What follows belongs to an exercise in optimizing a design on an open flow for small area, a short achievable clock period and few clock cycles per item; a production flow would make more cautious choices.
Function was checked by simulation only, so behaviour that the tests miss may differ from the original.

## flow/config.mk

```make
export PLATFORM = sky130hd
export DESIGN_NAME = lcg_step
export DESIGN_NICKNAME = lcg_step
export VERILOG_FILES = /design/flow/design.v
export SDC_FILE = /design/flow/constraint.sdc
export NUM_CORES = 4
export LEC_CHECK = 0
export CAP_MARGIN = 20
export CORE_MARGIN = 2
export CORE_UTILIZATION = 40
export SLEW_MARGIN = 20
```

## flow/run.sh

```bash
#!/bin/bash
# synth_recipe.tcl (not shown) runs the flow's synth.tcl, then flattens the netlist and writes it again
# the make line also repeats each setting of config.mk as NAME=value (left out here)
make -C /OpenROAD-flow-scripts/flow DESIGN_CONFIG=/design/flow/config.mk WORK_HOME=/design/flow/orfs CLKGATE_MAP_FILE= SYNTH_SCRIPT=/design/flow/synth_recipe.tcl finish
```

## flow/design.v

```verilog
module lcg_step (
    input  wire        clk,
    input  wire        rst,       
    input  wire        start,     
    input  wire [63:0] a,
    input  wire [63:0] c,
    input  wire [63:0] m,         
    input  wire [63:0] s,
    output wire        ready,
    output reg         done,
    output wire [63:0] result
);
    localparam [2:0] IDLE = 3'd0,
                     MUL  = 3'd1,
                     DIV  = 3'd2,
                     FIN1 = 3'd3,
                     FIN2 = 3'd4,
                     SHR  = 3'd5;
    localparam [67:0] NEG2K = 68'hd5555555555555554;    
    reg  [2:0]   state;
    reg  [6:0]   cnt;
    reg          first;
    reg  [6:0]   j;           
    reg  [64:0]  ra;          
    reg  [64:0]  rm;          
    reg  [67:0]  ws, wc;      
    reg  [67:0]  pl;          
    reg          cf;          
    reg  [5:0]   bc;          
    reg  [1:0]   qr;          
    assign ready  = (state == IDLE);
    assign result = ra[63:0];
    function [2:0] booth_dec;    
        input [2:0] b;
        booth_dec = {b[2], (b[2] & ~b[1] & ~b[0]) | (~b[2] & b[1] & b[0]), b[1] ^ b[0]};
    endfunction
    function [66:0] booth_pp;    
        input [2:0]  d;
        input [63:0] x;
        reg [65:0] sel;
        begin
            sel = d[0] ? {2'b00, x} : d[1] ? {1'b0, x, 1'b0} : 66'd0;
            booth_pp = {~d[2], sel ^ {66{d[2]}}};
        end
    endfunction
    wire [66:0] pp0 = booth_pp(bc[2:0], ra[63:0]);
    wire [66:0] pp1 = booth_pp(bc[5:3], ra[63:0]);
    wire [68:0] m1s = ws[67:0] ^ wc[67:0] ^ {2'b00, pp0};
    wire [68:0] m1c = {(ws & wc) | (ws & {1'b0, pp0}) | (wc & {1'b0, pp0}), bc[2]};
    wire [2:0]  lo1 = m1s[1:0] + m1c[1:0] + cf;
    wire [66:0] x2  = m1s[68:2];
    wire [66:0] y2  = m1c[68:2];
    wire [66:0] z2  = pp1;
    wire [66:0] m2s = x2 ^ y2 ^ z2;
    wire [67:0] m2c = {(x2 & y2) | (x2 & z2) | (y2 & z2), bc[5]};
    wire [2:0]  lo2 = m2s[1:0] + m2c[1:0] + lo1[2];
    wire        hi = rm[64];
    wire [67:0] mp = {3'b000, rm};
    function [1:0] qsel;         
        input [67:0] ys, yc;
        input        h;
        reg [3:0] e;
        begin
            e = h ? ys[67:64] + yc[67:64] : ys[66:63] + yc[66:63];
            qsel = {~e[3], e[3] & (e != 4'b1111)};
        end
    endfunction
    function [67:0] csa_s;
        input [67:0] x, y, z;
        csa_s = x ^ y ^ z;
    endfunction
    function [67:0] csa_c;
        input [67:0] x, y, z;
        input        ci;
        csa_c = {(x[66:0] & y[66:0]) | (x[66:0] & z[66:0]) | (y[66:0] & z[66:0]), ci};
    endfunction
    wire [67:0] d1ys = {ws[66:0], pl[67]};
    wire [67:0] d1yc = {wc[66:0], 1'b0};
    wire [67:0] d1z  = first ? (NEG2K | {66'd0, cf, 1'b0}) :
                       qr[1] ? ~mp : qr[0] ? mp : 68'd0;
    wire [67:0] d1s  = csa_s(d1ys, d1yc, d1z);
    wire [67:0] d1c  = csa_c(d1ys, d1yc, d1z, ~first & qr[1]);
    wire [67:0] d2ys = {d1s[66:0], pl[66]};
    wire [67:0] d2yc = {d1c[66:0], 1'b0};
    wire [1:0]  q2   = qsel(d2ys, d2yc, hi);
    wire [67:0] d2z  = q2[1] ? ~mp : q2[0] ? mp : 68'd0;
    wire [67:0] d2s  = csa_s(d2ys, d2yc, d2z);
    wire [67:0] d2c  = csa_c(d2ys, d2yc, d2z, q2[1]);
    wire [1:0]  qn_s = qsel({csa_s(d2ys, d2yc, ~mp), 1'b0}, {csa_c(d2ys, d2yc, ~mp, 1'b1), 1'b0}, hi);
    wire [1:0]  qn_a = qsel({csa_s(d2ys, d2yc,  mp), 1'b0}, {csa_c(d2ys, d2yc,  mp, 1'b0), 1'b0}, hi);
    wire [1:0]  qn_z = qsel({csa_s(d2ys, d2yc, 68'd0), 1'b0}, {csa_c(d2ys, d2yc, 68'd0, 1'b0), 1'b0}, hi);
    wire [1:0]  qn   = q2[1] ? qn_s : q2[0] ? qn_a : qn_z;
    wire        wneg = ws[67];
    wire [67:0] fop  = (state == FIN1) ? wc : (wneg ? mp : 68'd0);
    wire [67:0] fsum = ws + fop;
    always @(posedge clk) begin
        if (rst) begin
            state <= IDLE;
            done  <= 1'b0;
        end else begin
            done <= 1'b0;
            case (state)
                IDLE: if (start) state <= MUL;
                MUL:  if (cnt == 7'd16) state <= DIV;
                DIV:  if (!first && cnt == 7'd0) state <= FIN1;
                FIN1: state <= FIN2;
                FIN2: if (j == 7'd0) begin state <= IDLE; done <= 1'b1; end
                      else state <= SHR;
                SHR:  if (j == 7'd2 || j == 7'd8) begin state <= IDLE; done <= 1'b1; end
                default: state <= IDLE;
            endcase
        end
    end
    always @(posedge clk) begin
        case (state)
            IDLE: begin
                ws <= {4'd0, c};
                wc <= {2'b11, 66'd0};       
                pl <= {4'd0, s};
            end
            MUL: begin
                ws <= {1'b0, m2s[66:2]};
                wc <= m2c[67:2];
                pl <= {lo2[1:0], lo1[1:0], pl[67:4]};
            end
            FIN1: begin
                ws <= fsum;
                wc <= d2c;
                pl <= {pl[65:0], 2'b00};
            end
            default: begin
                ws <= d2s;
                wc <= d2c;
                pl <= {pl[65:0], 2'b00};
            end
        endcase
        qr <= qn;
        cf <= lo2[2];
        bc <= {booth_dec(pl[7:5]), booth_dec(pl[5:3])};
        case (state)
            IDLE: begin
                ra    <= {1'b0, a};
                rm    <= {1'b0, m};
                cf    <= 1'b0;
                bc    <= {booth_dec(s[3:1]), booth_dec({s[1:0], 1'b0})};
                cnt   <= 7'd0;
                j     <= 7'd0;
            end
            MUL: begin
                if (rm[64:57] == 8'd0 && j <= 7'd56) begin
                    rm <= {rm[56:0], 8'd0};
                    j  <= j + 7'd8;
                end else if (rm[64:63] == 2'd0 && j <= 7'd62) begin
                    rm <= {rm[62:0], 2'd0};
                    j  <= j + 7'd2;
                end
                if (cnt == 7'd16) begin
                    cnt   <= 7'd0;
                    first <= 1'b1;
                end else
                    cnt <= cnt + 7'd1;
            end
            DIV: begin
                first <= 1'b0;
                if (first)
                    cnt <= 7'd32 + {1'b0, j[6:1]};
                else
                    cnt <= cnt - 7'd1;
            end
            FIN2: begin
                ra <= fsum[64:0];
            end
            SHR: begin
                if (j >= 7'd8) begin
                    ra <= {8'd0, ra[64:8]};
                    j  <= j - 7'd8;
                end else begin
                    ra <= {2'd0, ra[64:2]};
                    j  <= j - 7'd2;
                end
            end
            default: ;
        endcase
    end
endmodule
```

## flow/constraint.sdc

```tcl
create_clock -name core_clock -period 10.0 [get_ports {clk}]
set_input_delay 2.0000 -clock core_clock [delete_from_list [all_inputs] [get_ports {clk}]]
set_output_delay 2.0000 -clock core_clock [all_outputs]
set_load 0.01 [all_outputs]
```

==> results of run 1 <==
==> cell usage in the layout, fill, tap and decap left out, types with 38 or more instances in the layout <==
master           count
inv_1              288
buf_4               48
fa_1               283
clkdlybuf4s50_1    324
o22ai_1             63
xnor2_1            192
nor2_1             183
nand2_1            565
a21o_1              38
nand3_1             96
mux2i_1            126
a221o_1             49
a21oi_1            280
ha_1                99
a221oi_1            38
clkbuf_16           47
xor2_1              41
a22oi_1             97
dfxtp_1            209
edfxtp_1           144
o21ai_0            468
==> state kept, by name (all words and copies together), names as in the netlist <==
signal,cells
qr,2
ra,65
cnt,7
rm,65
j,6
first,1
done,1
bc,6
wc,68
ws,68
cf,1
pl,68
state,3
==> cell families after synthesis <==
group	after synthesis	synth area share
compound gates	1191	0.220
xor+xnor	233	0.0620
fa+ha+maj	382	0.210
buf+inv	649	0.0814
flops	361	0.263
mux	129	0.0394
simple gates	974	0.124
==> worst max-delay path: cells and delay by family, from the launching register on <==
| kind | cells | cell delay [ns] |
|---|---|---|
| flip-flops | 1 | 0.30 |
| XOR/XNOR | 1 | 0.20 |
| buffers and inverters | 4 | 2.17 |
| AND/OR/NAND/NOR | 5 | 1.27 |
| adder cells (fa/ha/maj) | 4 | 1.70 |
| AO/OA/AOI/OAI | 7 | 1.03 |
==> through the flow <==
stage | setup slack [ns] | hold WS [ns] | cells | util
3_5_place_dp | 3.26 | 0.423 | 5005 | 0.445
5_1_grt | 2.80 | 0.465 | 5090 | 0.464
6_report | 3.05 | 0.428 | 5098 | 0.464
3_3_place_gp | 3.36 | 0.417 | 5005 | 0.445
4_1_cts | 3.27 | 0.430 | 5089 | 0.464
2_1_floorplan | 4.86 | 0.401 | 3919 | -
==> metal layers <==
metal | global-route usage | share of wire | vias up
li1 | - | - | 13600
met1 | 0.421 | 0.41 | 14700
met2 | 0.464 | 0.42 | 1871
met3 | 0.102 | 0.13 | 320
met4 | 0.129 | 0.046 | 4
met5 | 0 | 0.00020 | -
==> cell type report <==
type / instances / area (sq um)
diodes: 8 / 20.0
clock buffers: 70 / 1320
clock inverters: 14 / 175
fillers: 7988 / 43800
inverters: 293 / 1100
multi-input cells: 2909 / 21700
flip-flops and latches: 361 / 8690
well taps: 1070 / 1340
repair buffers: 373 / 3620
==> worst paths after layout <==
path	from	end
max	qr[1]	ws[51]
min	pl[0]	pl[2]
max reg2reg	qr[1]	ws[51]
min reg2reg	pl[0]	pl[2]
==> impl_metrics.tcl, run 1 <==
set metrics [dict create \
    antenna_found_initial 8 \
    grt_max_degree 129 \
    cpMostUsedCell "buf_4" \
    wl_per_cell_microns 26.5 \
    cts_hold_buf 0 \
    syn_avg_cell_area_sq_um 8.40 \
    cp.arrival_ns 7.40 \
    io_buffer_count 324 \
    r2r_cells 21 \
    status "complete, no violations" \
    skew_ns 0.0206 \
    hold_viol_final 0 \
    synth_edf_count 144 \
    drive_above_1_share 0.0413 \
    viasPerCell 5.99 \
    routed_wl_microns 135000 \
    synth-seq-cells 361 \
    synth_most_common_cell "nand2_1" \
    crit_type "reg2reg" \
    dpl_cell_area_sq_mm 0.0364 \
    drv_cap 0 \
    ioPinCount 325 \
    clockBufferDepth 3 \
    fp.dieH_microns 291 \
    critPathLaunchType "register" \
    timing.fmax_mhz 144 \
    worst_slew_pin_slew_ns 1.20 \
    placementRows 105 \
    endpoint_kind "register" \
    grt.total_usage 0.314 \
    yosys_warnings 1 \
    drt_iter0_drc 3501 \
    hold_path_class "reg2reg" \
    crit_path_max_incr_delay_ns 0.77 \
    rsz0062_at_grt "no" \
    gp_congestion 0.947 \
    ys_types 77 \
    die_x_microns 291 \
    start_util 0.403 \
    cpMaxStageDelayCell "and2_2" \
    synth_area_leaders "fa_1 (17%), dfxtp_1 (13%), edfxtp_1 (13%)" \
    grt_first_pass_wirelength_microns 200000 \
    syn_nets 4560 \
    ctsResizeCount 0 \
    design.core.area_sq_mm 0.0817 \
    drc 0 \
    slew_viol_final 0 \
    regToRegSetupSlack_ns 3.05 \
    finish.instance_area_sq_mm 0.0379 \
    clock-sinks 361 \
    fin_tns_setup_ns 0 \
    h-tree-depth 2 \
    hold_depth 2 \
    dp_hpwl_microns 98900 \
    path_cells "buf_4 -> nand2b_1 -> buf_4 -> o21ai_0 -> fa_1 -> ha_1 -> fa_1 -> a31oi_1 -> xor2_1 -> nand2_1 -> o21ai_4 -> buf_4 -> and2_2 -> buf_4 -> nand2_1 -> o21ai_0 -> fa_1 -> a22oi_1 -> nor2_1 -> a21oi_1 -> o221ai_1" \
    num_vias 30500 \
    cts_buffers 45 \
    synth_area_leader_cell "fa_1" \
    dieArea_sq_mm 0.0846 \
    clock_latency_ns 0.61 \
    min_period_ns 6.95 \
    synthTopCellsByCount "nand2_1 (571), o21ai_0 (468), inv_1 (291)" \
    period_share 0.695 \
    final_antenna_net_count 0 \
    cts_tree "yes" \
    syn2layout_area_growth_pct 15.3 \
    grt_pass1_vias 30100 \
    synth_top_area_frac 0.172 \
    clkTransAtPathRegs_ns 0.06 \
    worstPathRequired_ns 10.44 \
    overflow 0 \
    synth-async-reset-ratio 0 \
    netlist_area_sq_mm 0.0329 \
    finalSetupViolCount 0 \
    postCtsSetupBuffers 0 \
    max_slew_margin 0.203 \
    ctsRootBufferMaster "clkbuf_16" \
    dominantRegCellSynth "dfxtp_1" \
    crit_fanout 73 \
    nNetsFinal 4624 \
    dr.pass1.iters 6 \
    syn_inst 3919 \
    seq_area_frac_synth 0.263 \
]
Testbench counts, summed over its fixed seeds: cycles 33,025, steps 512.
==> run 2, diff against run 1 <==
--- a/flow/config.mk
+++ b/flow/config.mk
@@ -7,2 +7,3 @@
 export LEC_CHECK = 0
+export ABC_CLOCK_PERIOD_IN_PS = 3000
 export CAP_MARGIN = 20
@@ -10,2 +11,3 @@
 export CORE_UTILIZATION = 40
+export SETUP_SLACK_MARGIN = 5
 export SLEW_MARGIN = 20
==> impl_metrics.tcl, run 2 <==
set metrics [dict create \
    start_util 0.403 \
    io_buffer_count 324 \
    synth_area_leader_cell "fa_1" \
    ctsRootBufferMaster "clkbuf_16" \
    drc 0 \
    netlist_area_sq_mm 0.0329 \
    die_x_microns 291 \
    min_period_ns 4.87 \
    worst_slew_pin_slew_ns 1.13 \
    dp_hpwl_microns 98400 \
    syn_inst 3919 \
    regToRegSetupSlack_ns 5.13 \
    overflow 0 \
    crit_start "state[1]" \
    design.core.area_sq_mm 0.0817 \
    gp_congestion 0.944 \
    crit_type "reg2reg" \
    nFillCells 7947 \
    post-place-ws_ns 3.39 \
    hp-start "pl[1]" \
    regArea_sq_mm 0.00869 \
    syn_nets 4560 \
    r2r-end "ra[58]" \
    grt_pass1_vias 30400 \
    cts_tree "yes" \
    finalSetupViolCount 0 \
    cp.arrival_ns 5.20 \
    hold_viol_final 0 \
    timing.fmax_mhz 205 \
    drt_iter0_drc 3478 \
    antenna_found_initial 5 \
    routed_wl_microns 138000 \
    dominantRegCellSynth "dfxtp_1" \
    rsz0062_at_grt "yes" \
    synth_most_common_cell "nand2_1" \
    max_slew_margin 0.249 \
    synth_edf_count 144 \
    dp.cells 5003 \
    drive_above_1_share 0.0533 \
    wl_per_cell_microns 27.0 \
    syn_avg_cell_area_sq_um 8.40 \
    grt_max_degree 93 \
    r2r_cells 15 \
    synthTopCellsByCount "nand2_1 (571), o21ai_0 (468), inv_1 (291)" \
    fin_util 0.473 \
    viasPerCell 6.00 \
    cts_buffers 47 \
    slew_viol_final 0 \
    multi_input_area_sq_mm 0.0218 \
    cpMostUsedCell "o21ai_0" \
    synth_area_leaders "fa_1 (17%), dfxtp_1 (13%), edfxtp_1 (13%)" \
    critPathLaunchType "register" \
    path_cells "nand2_8 -> buf_8 -> nand3_1 -> o21ai_0 -> ha_1 -> nand4_1 -> nor2_1 -> nand2_1 -> or3_1 -> o2111ai_1 -> a21oi_2 -> a31oi_1 -> a21oi_1 -> xor2_1 -> o21ai_0" \
    ioPinCount 325 \
    num_vias 30800 \
    dieArea_sq_mm 0.0846 \
    clock-sinks 361 \
    synth-async-reset-ratio 0 \
    seq_area_frac_synth 0.263 \
    worst-path-buf-inv 1 \
    skew_ns 0.0216 \
    endpoint_kind "register" \
    crit_path_max_incr_delay_ns 0.69 \
    synth_top_area_frac 0.172 \
    grt_first_pass_wirelength_microns 204000 \
    cpMaxStageDelayCell "a31oi_1" \
    syn2layout_area_growth_pct 17.4 \
    most-common-layout-cells "nand2_1 (565), o21ai_0 (467), clkdlybuf4s50_1 (324)" \
    worstSetupPathDepth 15 \
    fin_cells 5123 \
    h-tree-depth 2 \
    yosys_warnings 1 \
    fp.dieH_microns 291 \
    fin_ws_ns 5.13 \
    nNetsFinal 4653 \
    clock_latency_ns 0.62 \
    largest_registers "pl x68, wc x68, ws x68" \
    clkTransAtPathRegs_ns 0.06 \
    grt.total_usage 0.320 \
    fin_tns_setup_ns 0 \
    synth-seq-cells 361 \
    clockBufferDepth 3 \
    crit_fanout 73 \
    final_common_cell "nand2_1" \
    cts_hold_buf 0 \
    worstPathRequired_ns 10.33 \
    final_antenna_net_count 0 \
    ys_types 77 \
    dr.pass1.iters 6 \
    period_share 0.487 \
    cp-endpoint "ra[58]" \
    drv_cap 0 \
    hold_path_class "reg2reg" \
    status "complete, no violations" \
    cpLargestDelayFamily "compound AO/OA/AOI/OAI gates" \
    placementRows 105 \
    r2r_start "state[1]" \
]
[run 2: worst min path at each step]
stage                        to  slack [ns]  cells after the start
after floorplan           pl[2]        0.40                      2
after global placement    pl[3]        0.41                      2
after detailed placement  pl[3]        0.41                      2
after CTS                 pl[3]        0.44                      2
after global routing      pl[4]        0.47                      2
final                     pl[3]        0.43                      2
[run 2: layout make-up]
| class | count | area share |
|---|---|---|
| Timing Repair Buffer | 398 | 0.106 |
| Clock inverter | 23 | 0.00593 |
| Inverter | 293 | 0.0285 |
| Clock buffer | 65 | 0.0352 |
| Multi-Input combinational cell | 2911 | 0.564 |
| Tap cell | 1070 | 0.0347 |
| Sequential cell | 361 | 0.225 |
| Antenna cell | 2 | 0.000130 |
[run 2: worst min-delay path: cells and delay by family, from the launching register on]
family             cells  cell delay [ns]
and+or+nand+nor        1             0.04
AOI/OAI and AO/OA      1             0.06
DFF                    1             0.30
[run 2: through the flow]
stage | hold slack [ns] | cell area [sq um]
2_1_floorplan | 0.401 | 32900
3_3_place_gp | 0.406 | 36400
3_5_place_dp | 0.413 | 36400
4_1_cts | 0.438 | 38400
5_1_grt | 0.473 | 38600
6_report | 0.431 | 38600
[run 2: routing by layer]
metal  share of wire  GRT usage
met5         0.00032          0
met4           0.045      0.120
met3            0.13     0.0962
met2            0.42      0.479
met1            0.40      0.435
[run 2: what timing repair did]
| item | in CTS | in global routing |
|---|---|---|
| gates cloned | 5 | 1 |
| resized for setup | 32 | 19 |
| setup endpoints to repair | 161 | 78 |
| pin swaps | 2 | 7 |
| setup buffers | 8 | 16 |
[run 2: cells by family after synthesis]
group	Yosys count	share of synthesized area
muxes	129	0.0394
xor gates and xnor gates	233	0.0620
buffers and inverters	649	0.0814
adders and majority gates	382	0.210
DFF	361	0.263
AOI/OAI and AO/OA	1191	0.220
and+or+nand+nor	974	0.124

[afterwards: timing with drivers on the ports]
Ports are ideal in the flow. The routed layouts listed here were re-timed in OpenROAD.
Step 1 sets driving cells, clkbuf_16 on the clock port and buf_2 on the other inputs (assumed; they add their load-dependent delay and slew).
Step 2, shift: input delay + t, output delay - t, t = (earliest + latest rising clock arrival at the registers) / 2. This alone moves slack from input paths to output paths.
Slacks: ideal / step 1 / step 2; pairs: ideal / step 1.
| run | t, ns | setup slack, ns | worst hold slack (ns) | pins driven straight from the clock port |
|---|---|---|---|---|
| run 1 | 0.671 | 3.046 / 3.046 / 3.046 | 0.428 / 0.428 / 0.428 | 1 |
| run 2 | 0.672 | 5.131 / 5.131 / 5.131 | 0.431 / 0.431 / 0.431 | 1 |
After both steps setup and hold are still met in every run listed.
